Source: an optimization exercise on an open RTL-to-GDS flow (aim: small area, a short achievable clock period and few clock cycles). Production flows keep margins and buffers that such runs may drop.
The RTL was checked by simulation tests, not by an equivalence proof against the original design.

## flow/design.v

```verilog
module gf2_unit (
    input  wire        clk,
    input  wire        rst,       
    input  wire        start,     
    input  wire [2:0]  op,
    input  wire [63:0] a,         
    input  wire [63:0] b,         
    input  wire [63:0] m,         
    input  wire [6:0]  n,         
    output wire        ready,
    output reg         done,
    output wire [63:0] result,
    output wire        fault
);
    localparam integer K = 8;
    localparam [6:0] C32  = 32 / K - 1,
                     C64  = 64 / K - 1,
                     C128 = 128 / K - 1;
    localparam [2:0] OP_CLMUL    = 3'd0,
                     OP_CLMULH   = 3'd1,
                     OP_GFDIV    = 3'd2,
                     OP_GFMOD    = 3'd3,
                     OP_GFMULMOD = 3'd4,
                     OP_GFINV    = 3'd5,
                     OP_GFDIVX32 = 3'd6;
    localparam [2:0] S_IDLE = 3'd0,
                     S_MUL  = 3'd1,
                     S_DIV  = 3'd2,
                     S_MONT = 3'd3,
                     S_INV  = 3'd4;
    reg [2:0]   state;
    reg [2:0]   op_r;
    reg [6:0]   n_r;
    reg [6:0]   cnt;
    reg         flt;
    reg [7:0]   delta;
    reg [63:0]  X, M, OH;
    reg [127:0] Z;
    assign ready = (state == S_IDLE);
    wire        ld_mul  = (op == OP_CLMUL) || (op == OP_CLMULH) || (op == OP_GFMULMOD);
    wire [63:0] ld_src  = ld_mul ? b : a;                  
    localparam integer NCH = 64 / K;
    reg  [NCH-1:0] ch_nz;
    reg  [6:0]     ld_lz;          
    integer        c0;
    always @* begin
        for (c0 = 0; c0 < NCH; c0 = c0 + 1)
            ch_nz[c0] = |ld_src[c0*K +: K];
        ld_lz = NCH - 1;
        for (c0 = 1; c0 < NCH; c0 = c0 + 1)
            if (ch_nz[c0]) ld_lz = NCH - 1 - c0;
    end
    reg  [63:0] ld_sh;
    integer     c1;
    always @* begin
        ld_sh = ld_src;
        for (c1 = 0; (1 << c1) < NCH; c1 = c1 + 1)
            if (ld_lz[c1]) ld_sh = ld_sh << ((1 << c1) * K);
    end
    wire [63:0] ld_div  = (op == OP_GFMULMOD) ? m : b;     
    wire        a_one   = (a == 64'd1);
    wire        a_zero  = (a == 64'd0);
    wire        b_le1   = (b[63:1] == 63'd0);
    wire        inv_spc = (op == OP_GFINV) && (a_zero || b_le1);
    wire        x32_spc = (op == OP_GFDIVX32) && !b[0];
    wire        ld_flt  = (op == OP_GFINV) ?
                              (a_zero || (b == 64'd0 && !a_one) || (!b_le1 && !b[0] && !a[0])) :
                          (op == OP_GFDIVX32) ? !b[0] : 1'b0;
    function [63:0] lead1;
        input [63:0] v;
        reg   [7:0]  g, gl;
        reg   [63:0] loc;
        integer      q, r;
        begin
            for (q = 0; q < 8; q = q + 1) begin
                g[q] = |v[8*q +: 8];
                for (r = 0; r < 8; r = r + 1)
                    loc[8*q+r] = v[8*q+r] && ((r == 7) ? 1'b1 : !(|(v[8*q +: 8] >> (r + 1))));
            end
            for (q = 0; q < 8; q = q + 1)
                gl[q] = g[q] && ((q == 7) ? 1'b1 : !(|(g >> (q + 1))));
            for (q = 0; q < 64; q = q + 1)
                lead1[q] = loc[q] && gl[q / 8];
        end
    endfunction
    wire [63:0] ld_oh = (op == OP_GFMULMOD) ? lead1(m) : lead1(b);
    reg [5:0] oh_deg;
    integer   i1;
    always @* begin
        oh_deg = 6'd0;
        for (i1 = 0; i1 < 64; i1 = i1 + 1)
            if (OH[i1]) oh_deg = oh_deg | i1[5:0];
    end
    wire [63+K:0] E = {X, Z[127:128-K]};
    reg  [K-1:0]  dc, dbeta, dt;
    reg           acc;
    integer       i, j;
    always @* begin
        for (j = 0; j < K; j = j + 1) begin
            acc = 1'b0;
            for (i = 0; i < 64; i = i + 1)
                acc = acc | (E[K-1-j+i] & OH[i]);
            dc[j] = acc;
            acc = 1'b0;
            for (i = 0; i < 64; i = i + 1)
                if (i - j >= 0) acc = acc | (M[i-j] & OH[i]);
            dbeta[j] = acc;    
        end
        for (j = 0; j < K; j = j + 1) begin
            acc = dc[j];
            for (i = 0; i < j; i = i + 1)
                acc = acc ^ (dt[i] & dbeta[j-i]);
            dt[j] = acc;
        end
    end
    reg [K-1:0] mt;
    reg         macc;
    integer     i2, j2;
    always @* begin
        for (j2 = 0; j2 < K; j2 = j2 + 1) begin
            macc = X[j2];
            for (i2 = 0; i2 < j2; i2 = i2 + 1)
                macc = macc ^ (mt[i2] & M[j2-i2]);
            mt[j2] = macc;
        end
    end
    wire          use_m = (state != S_MUL);
    wire [63:0]   Y     = use_m ? M : X;
    reg  [K-1:0]  coef;
    reg  [62+K:0] arr;
    integer j3;
    always @* begin
        for (j3 = 0; j3 < K; j3 = j3 + 1)
            coef[j3] = (state == S_MUL)  ? Z[128-K+j3] :
                       (state == S_MONT) ? mt[j3] : dt[K-1-j3];
        arr = {(63+K){1'b0}};
        for (j3 = 0; j3 < K; j3 = j3 + 1)
            arr = arr ^ ({{(K-1){1'b0}}, Y & {64{coef[j3]}}} << j3);
    end
    function bit_at;     
        input [63:0] v;
        input [63:0] oh;
        begin
            bit_at = |(v & oh);
        end
    endfunction
    wire [63:0] Fr = M, Gr = X, Vr = Z[63:0], Rr = Z[127:64];
    wire        g0    = bit_at(Gr, OH);
    wire        gd1   = bit_at(Gr, OH >> 1);
    wire        fd1   = bit_at(Fr, OH >> 1);
    wire        dpos0 = !delta[7] && (delta != 8'd0);
    wire        sw0   = dpos0 && g0;
    wire [7:0]  dl1   = sw0 ? 8'd1 - delta : 8'd1 + delta;
    wire [63:0] F1    = sw0 ? Gr : Fr;
    wire [63:0] G1    = (Gr ^ (Fr & {64{g0}})) << 1;
    wire [63:0] V1    = (sw0 ? Rr : Vr) >> 1;
    wire [63:0] R1    = Rr ^ (Vr & {64{g0}});
    wire        gb1   = gd1 ^ (g0 & fd1);
    wire        dpos1 = !dl1[7] && (dl1 != 8'd0);
    wire        sw1   = dpos1 && gb1;
    wire [7:0]  dl2   = sw1 ? 8'd1 - dl1 : 8'd1 + dl1;
    wire [63:0] F2    = sw1 ? G1 : F1;
    wire [63:0] G2    = (G1 ^ (F1 & {64{gb1}})) << 1;
    wire [63:0] V2    = (sw1 ? R1 : V1) >> 1;
    wire [63:0] R2    = R1 ^ (V1 & {64{gb1}});
    wire [63:0] nmask = (n_r >= 7'd64) ? {64{1'b1}} : ~({64{1'b1}} << n_r[5:0]);
    wire   res_x  = (op_r == OP_GFMOD) || (op_r == OP_GFMULMOD) || (op_r == OP_GFDIVX32);
    assign result = res_x ? (X & nmask) : (op_r == OP_CLMULH) ? Z[127:64] : Z[63:0];
    assign fault  = flt || ((op_r == OP_GFINV) && (M != OH));
    wire [62+K:0] mont_s = {{(K-1){1'b0}}, X} ^ arr;
    wire [63:0]   mont_x = {1'b0, mont_s[62+K:K]};
    wire [127:0]  z_mul  = (Z << K) ^ {{(65-K){1'b0}}, arr};
    wire last = (cnt == 7'd0);
    always @(posedge clk) begin
        done <= 1'b0;
        if (rst) begin
            state <= S_IDLE;
        end else begin
            case (state)
            S_IDLE:
                if (start) begin
                    if (inv_spc || x32_spc) done  <= 1'b1;
                    else if (ld_mul)        state <= S_MUL;
                    else                    state <= S_DIV;
                end
            S_MUL:
                if (last) begin
                    if (op_r == OP_GFMULMOD) state <= S_DIV;
                    else begin done <= 1'b1; state <= S_IDLE; end
                end
            S_DIV:
                if (last) begin
                    if (op_r == OP_GFINV)         state <= S_INV;
                    else if (op_r == OP_GFDIVX32) state <= S_MONT;
                    else begin done <= 1'b1; state <= S_IDLE; end
                end
            default:  
                if (last) begin done <= 1'b1; state <= S_IDLE; end
            endcase
        end
    end
    always @(posedge clk) begin
        delta <= dl2;
        cnt   <= cnt - 7'd1;
        case (state)
        S_IDLE: begin
            op_r <= op;
            n_r  <= (op == OP_GFDIVX32) ? 7'd64 : n;
            flt  <= ld_flt;
            M    <= ld_div;
            OH   <= ld_oh;
            X    <= ld_mul ? a : 64'd0;
            cnt  <= C64 - ld_lz;
            Z    <= {ld_sh, 63'd0, inv_spc && a_one};
        end
        S_MUL: begin
            Z <= z_mul;
            if (last) begin
                X <= 64'd0;
                if (op_r == OP_GFMULMOD && z_mul[127:64] == 64'd0) begin
                    Z   <= {z_mul[63:0], 64'd0};
                    cnt <= C64;
                end else begin
                    cnt <= C128;
                end
            end
        end
        S_DIV: begin
            X <= E[63:0] ^ arr[63:0];
            Z <= {Z[127-K:0], coef};    
            if (last) begin
                if (op_r == OP_GFINV) Z <= {OH, 64'd0};
                delta <= 8'd0;
                cnt   <= (op_r == OP_GFINV) ? {1'b0, oh_deg} - 7'd1 : C32;
            end
        end
        S_MONT: begin
            X <= mont_x;
            Z <= {Z[127-K:0], coef};
        end
        default: begin  
            M <= F2;
            X <= G2;
            Z <= {R2, V2};
        end
        endcase
    end
endmodule
```

## flow/run.sh

```bash
#!/bin/bash
# synth_recipe.tcl (not shown) runs the flow's synth.tcl, then flattens the netlist and writes it again
# the make line also repeats each setting of config.mk as NAME=value (left out here)
make -C /OpenROAD-flow-scripts/flow DESIGN_CONFIG=/design/flow/config.mk WORK_HOME=/design/flow/orfs CLKGATE_MAP_FILE= SYNTH_SCRIPT=/design/flow/synth_recipe.tcl finish
```

## flow/config.mk

```make
export PLATFORM = sky130hd
export DESIGN_NAME = gf2_unit
export DESIGN_NICKNAME = gf2_unit
export VERILOG_FILES = /design/flow/design.v
export SDC_FILE = /design/flow/constraint.sdc
export NUM_CORES = 4
export LEC_CHECK = 0
export ABC_AREA = 1
export CAP_MARGIN = 20
export CORE_MARGIN = 2
export CORE_UTILIZATION = 30
export PLACE_DENSITY = 0.5
export SLEW_MARGIN = 20
```

## flow/constraint.sdc

```tcl
create_clock -name core_clock -period 8.0 [get_ports {clk}]
set_input_delay 1.6000 -clock core_clock [delete_from_list [all_inputs] [get_ports {clk}]]
set_output_delay 1.6000 -clock core_clock [all_outputs]
set_load 0.01 [all_outputs]
```

==> impl_results.md <==
* Final critical delay including setup and external delays at 7.11 ns
* Max-cap viol count at 0
* CTS HTree Levels at 2
* Maximum cell stage delay along the critical path at 0.70 ns
* Sequential element share of the synthesized area at 17.8%
* Post-synth net total at 9477
* Number of antenna-violating nets in the routed design at 0
* Number of buffers inserted by hold repair at cts at 0
* Number of port buffers at 271
* Total Negative Setup Slacks at 0 ns
* Synthesized area at 50800 um^2
* Count of endpoints failing hold in the final timing report at 0
* Clock tree buffer depth at 3
* Launching element type of the critical path: flop
* Total clock buffers created by CTS at 47
* Worst EP arrival at 7.67 ns
* Yosys cell types at 62
* Post-synthesis sequential element count at 350
* Total number of vias at 78.1k
* TritonRoute pass-1 iters at 14
* Startpoint of the worst-slack reg-to-reg timing path: M[59]$_DFFE_PN_
* Most frequent cells in the layout: 3399 x nand2_1, 833 x inv_1, 773 x o21ai_0
* Outcome: complete, no violations
* Worst Hold Launch: Z[0]$_DFF_P_
* Clock net sink count at 350
* Post-synthesis to final-layout area growth at 18.6%
* Total Wirelength at 480000 um
* GRT Residual Overflow at 0
* Net count of the finished layout at 9741
* Crit. End Element: flop
* Setup repair after global routing missed its margin: no
* Critical setup path kind: flop to flop
* Average size of a mapped cell at 5.48 um^2
* Die height at 415 um
* Maximum number of pins on one net before global-route repair at 171
* Number of instances in the synthesized netlist at 9262
* Initial Util at 30.3%
* Number of global-route vias before repair at 68.0k
* Total global routing track utilization at 53.0%
* Routability congestion estimate from global placement at 1.22
* Tightest slew margin relative to the limit at 7.94%
* Reg-to-reg slack, setup at 0.89 ns
* Number of flops mapped to enable cells by yosys at 203
* Share of final-layout standard cells stronger than drive strength 1 at 8.10%
* Reg clk slew, reported paths at 0.08 ns
* Drt wl/cell at 40.6 um
* Die outline area at 173000 um^2
* Timing-limited maximum frequency at 0.141 GHz
* Core region area at 168000 um^2
* Via density at 6.60
* Die W at 415 um
* Most numerous cell on the critical path: nand2_1
* Endpoints failing setup at 0
* Root Driver: clkbuf_16
* Portion of the clock cycle consumed by the worst path in the final layout at 88.9%
* Prevailing post-synth register cell: edfxtp_1
* Number of ports placed on the die boundary at 272
* Clock latency on the worst-skew pair at 0.73 ns
* TritonCTS clock tree: done
* Number of warnings printed during yosys synthesis at 1
* Fin util at 35.9%
* Largest clock skew in the final design at 0.0593 ns
* Class of the worst hold path: flop to flop
* Number of core rows at 150
* Ys async rst share at 0%
* Violation count after the first detailed-route iteration at 14.8k
* Final slew viol count at 0
* CP required at 8.55 ns
* DRC at 0
* Wire length of the first global-routing pass at 622000 um
* Post-CTS resize count at 0
* Most frequent standard cell in the layout excluding fill and tap cells: nand2_1
* Slew at the pin with the worst max-slew slack at 1.38 ns
* Post-CTS Setup Inserts at 0
* Number of antenna violations at the first check in global routing at 77
* Half-perimeter wire length after placement at 369000 um
* Crit-path slowest cell: edfxtp_1
* Max FO, Critical Path at 17
* Startpoint of the most critical setup path: M[59]$_DFFE_PN_
-- worst paths after layout --
check                       end  depth (start not counted)
setup / recovery  Z[78]$_DFF_P_                         35
hold reg to reg    Z[8]$_DFF_P_                          2
setup reg to reg  Z[78]$_DFF_P_                         35
hold / removal     Z[8]$_DFF_P_                          2
-- cell usage after synthesis (28+ instances only) --
master / number / area (um^2)
nand3b_1: 135 / 1010
nand2_1: 3410 / 12800
nor3_1: 88 / 440
xnor2_1: 70 / 613
buf_2: 237 / 1190
inv_2: 44 / 165
buf_1: 43 / 161
nand4_1: 326 / 2040
nor4_1: 75 / 469
a21oi_1: 179 / 896
o211ai_1: 172 / 1290
edfxtp_1: 203 / 6100
inv_1: 836 / 3140
o22ai_1: 94 / 588
nand3_1: 707 / 3540
xor2_1: 328 / 2870
o32ai_1: 28 / 245
o21ai_1: 64 / 320
nor2_1: 709 / 2660
o21ai_0: 795 / 3980
dfxtp_1: 147 / 2940
clkbuf_1: 308 / 1160
-- worst max-delay path: cells and delay by family (launching register included) --
family	cells	cell delay, ns
buffers and inverters	3	0.35
and+or+nand+nor	32	5.83
DFF	1	0.70
-- registers in the layout, indices dropped and copies added (netlist names) --
register	cells
M	64
OH	64
X	64
Z	128
cnt	7
delta	8
done	1
flt	1
n_r	7
op_r	3
state	3
-- cell type report --
type	instances	area, um^2
fillers	19000	107000
clock inverters	23	320
diodes	59	148
repair buffers	820	7290
well taps	2204	2760
inverters	891	3360
flip-flops and latches	350	9040
multi-input cells	7416	35900
clock buffers	64	1420
-- layer usage --
metal  vias up  GRT usage [%]  share of wire (%)
met2      7799           69.1                 37
li1      31100              -                  -
met5         -           6.78               0.40
met4        64           47.2                 11
met1     36800           60.4                 35
met3      2327           29.5                 17
-- logic make-up after synthesis --
| group | synth area share (%) |
|---|---|
| and+or+nand+nor | 46.3 |
| AOI/OAI and AO/OA | 16.9 |
| buffers and inverters | 11.8 |
| DFF | 17.8 |
| xor gates and xnor gates | 6.86 |
| muxes | 0.0789 |
| adders and majority gates | 0.246 |
-- per-stage QoR --
stage                     hold slack (ns)  worst slack [ns]  std cells  instance area, um^2
after global placement              0.513             0.949      11700                58200
final                               0.545             0.886      11800                60200
after global routing                0.562             0.874      11800                60100
after floorplan                     0.483              2.75       9262                50800
after CTS                           0.538              1.56      11800                59900
after detailed placement            0.513              1.25      11700                58200
Testbench counts, summed over its fixed seeds: cycles 14,256.

-- port drivers added, routing unchanged --
No port has a modelled driver above. Below, the same layout with a new extraction and two added sets of constraints.
Step 1: set_driving_cell puts a clkbuf_16 on clk and a buf_2 on each other input, an assumption about the parent block.
Step 2 adds t to the input delays and takes it off the output delays; t is the mean of the earliest and latest rising clock arrival at the registers after step 1. Input paths then give back, and output paths get back, about the clock's delay inside the block.
Three values: ideal ports, drivers, drivers and shift; two values: the first two.
shift t [ns]: 0.778
setup slack, ns: 0.886 / 0.886 / 0.771
latest minus earliest clock arrival (ns): 0.060 / 0.060
After both steps this run still meets setup and hold. For this run, drivers alone change the setup slack by 0.000 ns; drivers and shift together by -0.115 ns.
